This is an optimization exercise on Yosys and OpenROAD, whose aim is small area, a short achievable clock period and few clock cycles, not a production implementation.
RTL that was checked went through simulation tests only; none was proved equivalent to the original.
Power and IR drop assume default switching activity.

## oak
==> flow/design.v <==
module pcmdf_dec (
    input  wire        clk,
    input  wire        rst,
    input  wire        start,
    input  wire [15:0] cfg_len,
    input  wire [15:0] cfg_fps,
    input  wire        cfg_fps_set,
    input  wire        cfg_extract,
    output wire        idle,
    input  wire        in_valid,
    output reg         in_ready,
    input  wire [31:0] in_data,
    output reg         out_valid,
    input  wire        out_ready,
    output reg  [1:0]  out_type,
    output wire [31:0] out_data,
    output reg  [2:0]  out_nbytes,
    output reg         out_tp,
    output reg  [63:0] out_ts,
    output reg  [15:0] out_hdr,
    output reg         out_ss,
    output wire [31:0] out_sync,
    output reg  [15:0] out_sfid,
    output reg  [15:0] out_plen,
    output wire [2:0]  out_status,
    output reg  [15:0] out_offset,
    output reg  [15:0] out_count,
    output reg  [31:0] out_mode_word
);
    localparam [1:0] T_HDR = 2'd0, T_PAY = 2'd1, T_END = 2'd2;
    localparam [2:0] PH_MODE  = 3'd0,   
                     PH_TP    = 3'd1,   
                     PH_REC   = 3'd2,   
                     PH_DRAIN = 3'd3,   
                     PH_SHORT = 3'd4;   
    reg        busy;
    reg [2:0]  phase;
    reg [1:0]  status;
    reg        fpsv_l;      
    reg        xbad;        
    reg [15:0] lrem;        
    reg        lnz;         
    reg        lw;          
    reg        fit0;        
    reg        fit1;        
    reg [15:0] shr;         
    reg [15:0] hl;          
    reg        rl0, rl1;    
    reg [3:0]  fi;          
    reg [15:0] hold;        
    reg        hv;          
    reg        df;          
    reg        tsh;         
    reg [31:0] sk;          
    reg        skv;
    reg        endp;        
    reg [31:0] dsync;
    assign out_status = {1'b0, status};
    assign out_data   = dsync;
    assign out_sync   = dsync;
    wire   hdr_wait   = out_valid && (out_type == T_HDR);
    assign idle       = !busy && !hdr_wait;
    wire out_free = !out_valid || out_ready;
    wire slot     = out_free && !endp;        
    wire acc      = in_valid && in_ready;
    wire go       = (skv || acc) && slot;
    wire [31:0] w = skv ? sk : in_data;
    wire [13:0] lrem_q = lrem[15:2] - 14'd1;
    wire [15:0] h0 = w[15:0];
    wire [15:0] h1 = w[31:16];
    wire        x  = out_ss;
    wire        odd = out_plen[0];      
    wire        rec = (phase == PH_REC);
    wire        rlast0 = rl0;                     
    wire        rlast1 = rl1;                     
    wire [3:0]  fi1 = (fi == 4'd8) ? 4'd8 : fi + 4'd1;
    wire [3:0]  f1  = rlast0 ? 4'd0 : fi1;
    wire        p0  = x ? (fi >= 4'd8) : (fi >= 4'd5);
    wire        p1  = x ? (f1 >= 4'd8) : (f1 >= 4'd5);
    wire        start0 = (fi == 4'd0);
    wire        nofit0 = start0 && !fit0;
    wire        nofit1 = rlast0 && !fit1;
    wire        bad0   = start0 && xbad;
    wire        par  = shr[0] ^ hl[0];            
    wire [15:0] E    = par ? h1 : h0;
    wire [15:0] O    = par ? h0 : h1;
    wire [3:0]  idxE = par ? fi1 : fi;
    wire [3:0]  idxO = par ? fi : fi1;
    wire        vE   = !(rlast0 && par);          
    wire        vO   = !(rlast0 && !par);
    wire        h0ff   = (h0 == 16'hFFFF);
    wire        h1ff   = (h1 == 16'hFFFF);
    wire        ts_pos = (idxO == 4'd3) && vO && (out_ts[31:0] == 32'hFFFF_FFFF) &&
                         (!par || (out_ts[47:32] == 16'hFFFF));
    wire        ts_bad = ts_pos && h0ff && (par || h1ff);
    wire        ts_end = ts_pos && par && rlast1;
    wire        hdr_w = x ? ((idxO == 4'd7) && vO) : ((idxE == 4'd4) && vE);
    wire        pay_beat = hv ? p0 : (p0 && !hdr_w);
    wire        hv_n     = (hdr_w && p1) || (hv && p0 && p1) || (!hv && !p0 && p1);
    wire        df_n     = (go && rec) ? (hv_n && rlast1) : (df && !out_free);
    wire        df_out   = df && out_free;
    wire        d_pay    = go && ((phase == PH_TP) || (rec && pay_beat));
    wire        d_hi_en  = df_out || d_pay || (go && rec && (idxO == 4'd5) && vO);
    wire        d_lo_en  = df_out || d_pay || (go && rec && (idxE == 4'd6) && vE);
    wire        d_pair   = df_out || (d_pay && hv);            
    wire [15:0] d_hi     = (d_pair || (!d_pay && par)) ? h0 : h1;
    wire [15:0] d_lo     = d_pair ? hold : ((!d_pay && par) ? h1 : h0);
    wire        mode_go  = go && (phase == PH_MODE);
    wire        rec_go   = go && rec;
    wire        end_ld   = (endp && out_free) || (go && (phase == PH_DRAIN) && lw && !df);
    wire        hdr_ld   = (mode_go && w[20]) || (rec_go && hdr_w && !ts_bad && !bad0);
    wire        beat_ld  = end_ld || hdr_ld || df_out || d_pay;
    wire        is_hdr   = (mode_go && w[20]) || (rec_go && hdr_w);
    wire [2:0]  nb_tp    = (lw && lrem[1:0] != 2'd0) ? {1'b0, lrem[1:0]} : 3'd4;
    wire        short_ld = busy && (phase == PH_SHORT) && slot;
    wire        rl_any   = rlast0 || rlast1;
    wire        off_en   = short_ld || mode_go || (rec_go && rl_any && !(ts_end && h0ff));
    wire [15:0] off_d    = short_ld ? 16'd0 : mode_go ? (w[20] ? lrem : 16'd4) :
                           out_offset + {shr[14:0], 1'b0} + 16'd2;
    wire        cnt_en   = short_ld || mode_go || (rec_go && rl_any) || (status == 2'd3);
    wire [15:0] cnt_d    = mode_go ? {15'd0, w[20]} :
                           (short_ld || status == 2'd3) ? 16'd0 : out_count + 16'd1;
    wire        st_en    = short_ld || mode_go || (rec_go && ((bad0 && !nofit0) || ts_bad));
    wire [1:0]  st_d     = short_ld ? 2'd1 : mode_go ? ((w[20] || fpsv_l) ? 2'd0 : 2'd2) : 2'd3;
    wire        pos_en   = mode_go || rec_go;
    wire [3:0]  fi_d     = mode_go ? 4'd0 : rlast0 ? 4'd1 : rlast1 ? 4'd0 :
                           (fi >= 4'd6) ? 4'd8 : fi + 4'd2;
    wire [15:0] hl_d     = (mode_go || rlast1) ? shr : rlast0 ? shr - 16'd1 : hl - 16'd2;
    wire        rl0_d    = !mode_go && !rlast0 && !rlast1 && (hl == 16'd2);
    wire        rl1_d    = !mode_go && !rlast0 && !rlast1 && (hl == 16'd3);
    wire [2:0]  nb_rec   = hv ? (!p0 ? (odd ? 3'd1 : 3'd2) : (rlast0 && odd) ? 3'd3 : 3'd4)
                              : (rlast0 ? (odd ? 3'd1 : 3'd2) : ((rlast1 && odd) ? 3'd3 : 3'd4));
    wire [17:0] fit_d  = {2'b00, lrem} + {17'd0, odd} - {1'b0, shr, 1'b0} - 18'd6;
    wire [17:0] fit_d2 = {2'b00, lrem} + {17'd0, odd} - {1'b0, shr, 1'b0} - 18'd8;
    reg        busy_n, lnz_n, skv_n, endp_n, short_n;
    reg [2:0]  phase_n;
    reg        end_now;
    always @* begin
        skv_n   = skv ? !slot : (acc && !slot);
        busy_n  = busy;
        lnz_n   = lnz;
        phase_n = phase;
        short_n = (phase == PH_SHORT);
        endp_n  = endp && !out_free;
        end_now = 1'b0;
        if (!busy) begin
            if (start && !hdr_wait) begin
                busy_n  = 1'b1;
                lnz_n   = (cfg_len != 16'd0);
                short_n = (cfg_len < 16'd4);
                phase_n = short_n ? PH_SHORT : PH_MODE;
            end
        end else begin
            if (phase == PH_SHORT && slot) begin
                phase_n = PH_DRAIN;
                short_n = 1'b0;
            end
            if (go) begin
                lnz_n = !lw;
                case (phase)
                    PH_MODE:  phase_n = w[20] ? PH_TP : (fpsv_l ? PH_REC : PH_DRAIN);
                    PH_REC:   if (nofit0 || bad0 || ts_bad || nofit1) phase_n = PH_DRAIN;
                    PH_DRAIN: end_now = lw && !df;
                    default: ;
                endcase
            end
            if (end_now) begin
                busy_n = 1'b0;
            end else if (!lnz_n && !df_n && !short_n) begin
                busy_n = 1'b0;
                endp_n = 1'b1;
            end
        end
    end
    always @(posedge clk) begin
        if (rst) begin
            busy      <= 1'b0;
            out_valid <= 1'b0;
            df        <= 1'b0;
            skv       <= 1'b0;
            in_ready  <= 1'b0;
            endp      <= 1'b0;
            phase     <= PH_MODE;
        end else begin
            busy     <= busy_n;
            lnz      <= lnz_n;
            skv      <= skv_n;
            phase    <= phase_n;
            endp     <= endp_n;
            in_ready <= busy_n && lnz_n && !skv_n && !short_n;
            out_valid <= (out_valid && !out_ready) || beat_ld;
            if (out_free)
                out_type <= end_ld ? T_END : is_hdr ? T_HDR : T_PAY;
            if (df_out || d_pay)
                out_nbytes <= df_out ? (odd ? 3'd1 : 3'd2) :
                              (phase == PH_TP) ? nb_tp : nb_rec;
            if (acc && !slot)
                sk <= in_data;
            if (d_hi_en)
                dsync[31:16] <= d_hi;
            if (d_lo_en)
                dsync[15:0] <= d_lo;
            if (pos_en) begin
                fi  <= fi_d;
                hl  <= hl_d;
                rl0 <= rl0_d;
                rl1 <= rl1_d;
            end
            if (rec_go && (tsh || (idxE == 4'd0 && vE)))
                out_ts[15:0] <= tsh ? hold : E;
            if (rec_go && idxO == 4'd1 && vO) out_ts[31:16] <= O;
            if (rec_go && idxE == 4'd2 && vE) out_ts[47:32] <= E;
            if (rec_go && idxO == 4'd3 && vO) out_ts[63:48] <= O;
            if (rec_go && idxE == 4'd4 && vE) out_hdr <= E;
            if (rec_go && idxO == 4'd7 && vO) out_sfid <= O;
            if (cnt_en)
                out_count <= cnt_d;
            if (off_en)
                out_offset <= off_d;
            if (st_en)
                status <= st_d;
            if (!busy) begin
                if (start && !hdr_wait) begin
                    fpsv_l   <= cfg_fps_set;
                    xbad     <= cfg_extract && (cfg_fps < 16'd6);
                    out_ss   <= cfg_extract;
                    out_plen <= cfg_extract ? cfg_fps - 16'd6 : cfg_fps;
                    shr      <= ({1'b0, cfg_fps} + 17'd9) >> 1;
                    lrem     <= cfg_len;
                    lw       <= (cfg_len <= 16'd4);
                    hv       <= 1'b0;
                    df       <= 1'b0;
                    tsh      <= 1'b0;
                end
            end else begin
                if (phase == PH_SHORT && slot)
                    out_mode_word <= 32'd0;
                if (df && out_free)
                    hv <= 1'b0;      
                df <= df_n;
                if (go) begin
                    lrem <= lw ? 16'd0 : {lrem_q, lrem[1:0]};
                    lw   <= (lrem[15:3] == 13'd0) || (lrem == 16'd8);
                    fit0 <= !fit_d[17];
                    fit1 <= !fit_d2[17];
                    hold <= h1;
                    case (phase)
                        PH_MODE: begin
                            out_mode_word <= w;
                            out_tp        <= w[20];
                            if (w[20])
                                out_plen <= {lrem_q, lrem[1:0]};
                        end
                        PH_REC: begin
                            tsh <= rlast0;
                            hv <= hv_n;
                        end
                        default: ;
                    endcase
                end
            end
        end
    end
endmodule
export LEC_CHECK = 0
export CAP_MARGIN = 20
export CORE_MARGIN = 2
export CORE_UTILIZATION = 60
export CTS_BUF_LIST = sky130_fd_sc_hd__clkbuf_4 sky130_fd_sc_hd__clkbuf_8
export PLACE_DENSITY = 0.75
export SETUP_SLACK_MARGIN = 4.8
export SLEW_MARGIN = 20
create_clock -name core_clock -period 8.0 [get_ports {clk}]
standard.sh (not shown) runs the stock make flow with config.mk's settings and CLKGATE_MAP_FILE= SYNTH_SCRIPT=/design/flow/synth_recipe.tcl, a recipe that flattens the netlist after the stock synthesis.
==> flow/flow/run.sh <==
#!/bin/bash
# The standard layout (standard synthesis, floorplan, place, CTS, route),
# with the smallest buffer on each input and output port instead of the
# default port buffer cell. Each tool's output goes to its log here.
set -euo pipefail
export BUFFER_PORTS_ARGS="-buffer_cell sky130_fd_sc_hd__buf_1"
bash standard.sh synth > synth.log 2>&1
bash standard.sh finish > layout.log 2>&1
Relative to oak, the following input files were edited for pine:
--- a/flow/design.v
+++ b/flow/design.v
@@ -123,10 +123,4 @@
     wire        st_en    = short_ld || mode_go || (rec_go && ((bad0 && !nofit0) || ts_bad));
     wire [1:0]  st_d     = short_ld ? 2'd1 : mode_go ? ((w[20] || fpsv_l) ? 2'd0 : 2'd2) : 2'd3;
-    wire        pos_en   = mode_go || rec_go;
-    wire [3:0]  fi_d     = mode_go ? 4'd0 : rlast0 ? 4'd1 : rlast1 ? 4'd0 :
-                           (fi >= 4'd6) ? 4'd8 : fi + 4'd2;
-    wire [15:0] hl_d     = (mode_go || rlast1) ? shr : rlast0 ? shr - 16'd1 : hl - 16'd2;
-    wire        rl0_d    = !mode_go && !rlast0 && !rlast1 && (hl == 16'd2);
-    wire        rl1_d    = !mode_go && !rlast0 && !rlast1 && (hl == 16'd3);
     wire [2:0]  nb_rec   = hv ? (!p0 ? (odd ? 3'd1 : 3'd2) : (rlast0 && odd) ? 3'd3 : 3'd4)
                               : (rlast0 ? (odd ? 3'd1 : 3'd2) : ((rlast1 && odd) ? 3'd3 : 3'd4));
@@ -201,17 +195,4 @@
             if (d_lo_en)
                 dsync[15:0] <= d_lo;
-            if (pos_en) begin
-                fi  <= fi_d;
-                hl  <= hl_d;
-                rl0 <= rl0_d;
-                rl1 <= rl1_d;
-            end
-            if (rec_go && (tsh || (idxE == 4'd0 && vE)))
-                out_ts[15:0] <= tsh ? hold : E;
-            if (rec_go && idxO == 4'd1 && vO) out_ts[31:16] <= O;
-            if (rec_go && idxE == 4'd2 && vE) out_ts[47:32] <= E;
-            if (rec_go && idxO == 4'd3 && vO) out_ts[63:48] <= O;
-            if (rec_go && idxE == 4'd4 && vE) out_hdr <= E;
-            if (rec_go && idxO == 4'd7 && vO) out_sfid <= O;
             if (cnt_en)
                 out_count <= cnt_d;
@@ -248,4 +229,8 @@
                         PH_MODE: begin
                             out_mode_word <= w;
+                            fi            <= 4'd0;
+                            hl            <= shr;
+                            rl0           <= 1'b0;
+                            rl1           <= 1'b0;
                             out_tp        <= w[20];
                             if (w[20])
@@ -253,4 +238,17 @@
                         end
                         PH_REC: begin
+                            fi  <= rlast0 ? 4'd1 : rlast1 ? 4'd0 : (fi >= 4'd6) ? 4'd8 : fi + 4'd2;
+                            hl  <= rlast0 ? shr - 16'd1 : rlast1 ? shr : hl - 16'd2;
+                            rl0 <= !rlast0 && !rlast1 && (hl == 16'd2);
+                            rl1 <= !rlast0 && !rlast1 && (hl == 16'd3);
+                            if (tsh)
+                                out_ts[15:0] <= hold;
+                            else if (idxE == 4'd0 && vE)
+                                out_ts[15:0] <= E;
+                            if (idxO == 4'd1 && vO) out_ts[31:16] <= O;
+                            if (idxE == 4'd2 && vE) out_ts[47:32] <= E;
+                            if (idxO == 4'd3 && vO) out_ts[63:48] <= O;
+                            if (idxE == 4'd4 && vE) out_hdr <= E;
+                            if (idxO == 4'd7 && vO) out_sfid <= O;
                             tsh <= rlast0;
                             hv <= hv_n;
Run comparison: oak launch point of the critical path in_data[4]; pine launch point of the critical path shr[1]$_DFFE_PP_
Summary of pine over oak: slew of the pin with the lowest slew margin fell 0.020 ns, worst hold-check slack rose 0.0077 ns, share of power burned in combinational logic -2.6 points, number of vias in the routed layout went up 242.
The first-pass GRT wire length of pine is higher than that of oak.
[compare] base=oak new=pine: internal portion of total power now sits lower; share of the final layout cell area in sequential cells now sits at about the same level.
Of oak and pine, the run reporting the higher endpoint arrival time on the critical path was oak.
In pine relative to oak, wire length had gone up by a few percent.
Final cell count without fillers across oak and pine: no real change.
Testbench counts of pine, summed over its fixed seeds: cycles 18,614.
For oak, only the layout was checked, not whether the RTL still works.

[static timing again, ports no longer ideal]
Ports are ideal in the flow. The routed layouts listed here were re-timed in OpenROAD. Step 1: set_driving_cell puts a clkbuf_16 on clk and a buf_2 on each other input, an assumption about the parent block. Step 2 times the ports against the registers' clock, not the clock port: input delays grow and output delays shrink by t, the midpoint of the rising clock arrivals with the driver on. a / b / c = ideal / step 1 / step 2; a / b = the first two.
run	shift t [ns]	slack for setup (ns)	hold WS [ns]	latest minus earliest clock arrival (ns)
oak	0.651	4.689 / 4.700 / 4.048	0.544 / 0.544 / 0.544	0.019 / 0.019
pine	0.643	4.678 / 4.678 / 4.178	0.551 / 0.551 / 0.551	0.027 / 0.028
After both steps setup and hold are still met in every run listed. For oak, which loses most, drivers alone change the setup slack by +0.011 ns; drivers and shift together by -0.641 ns.
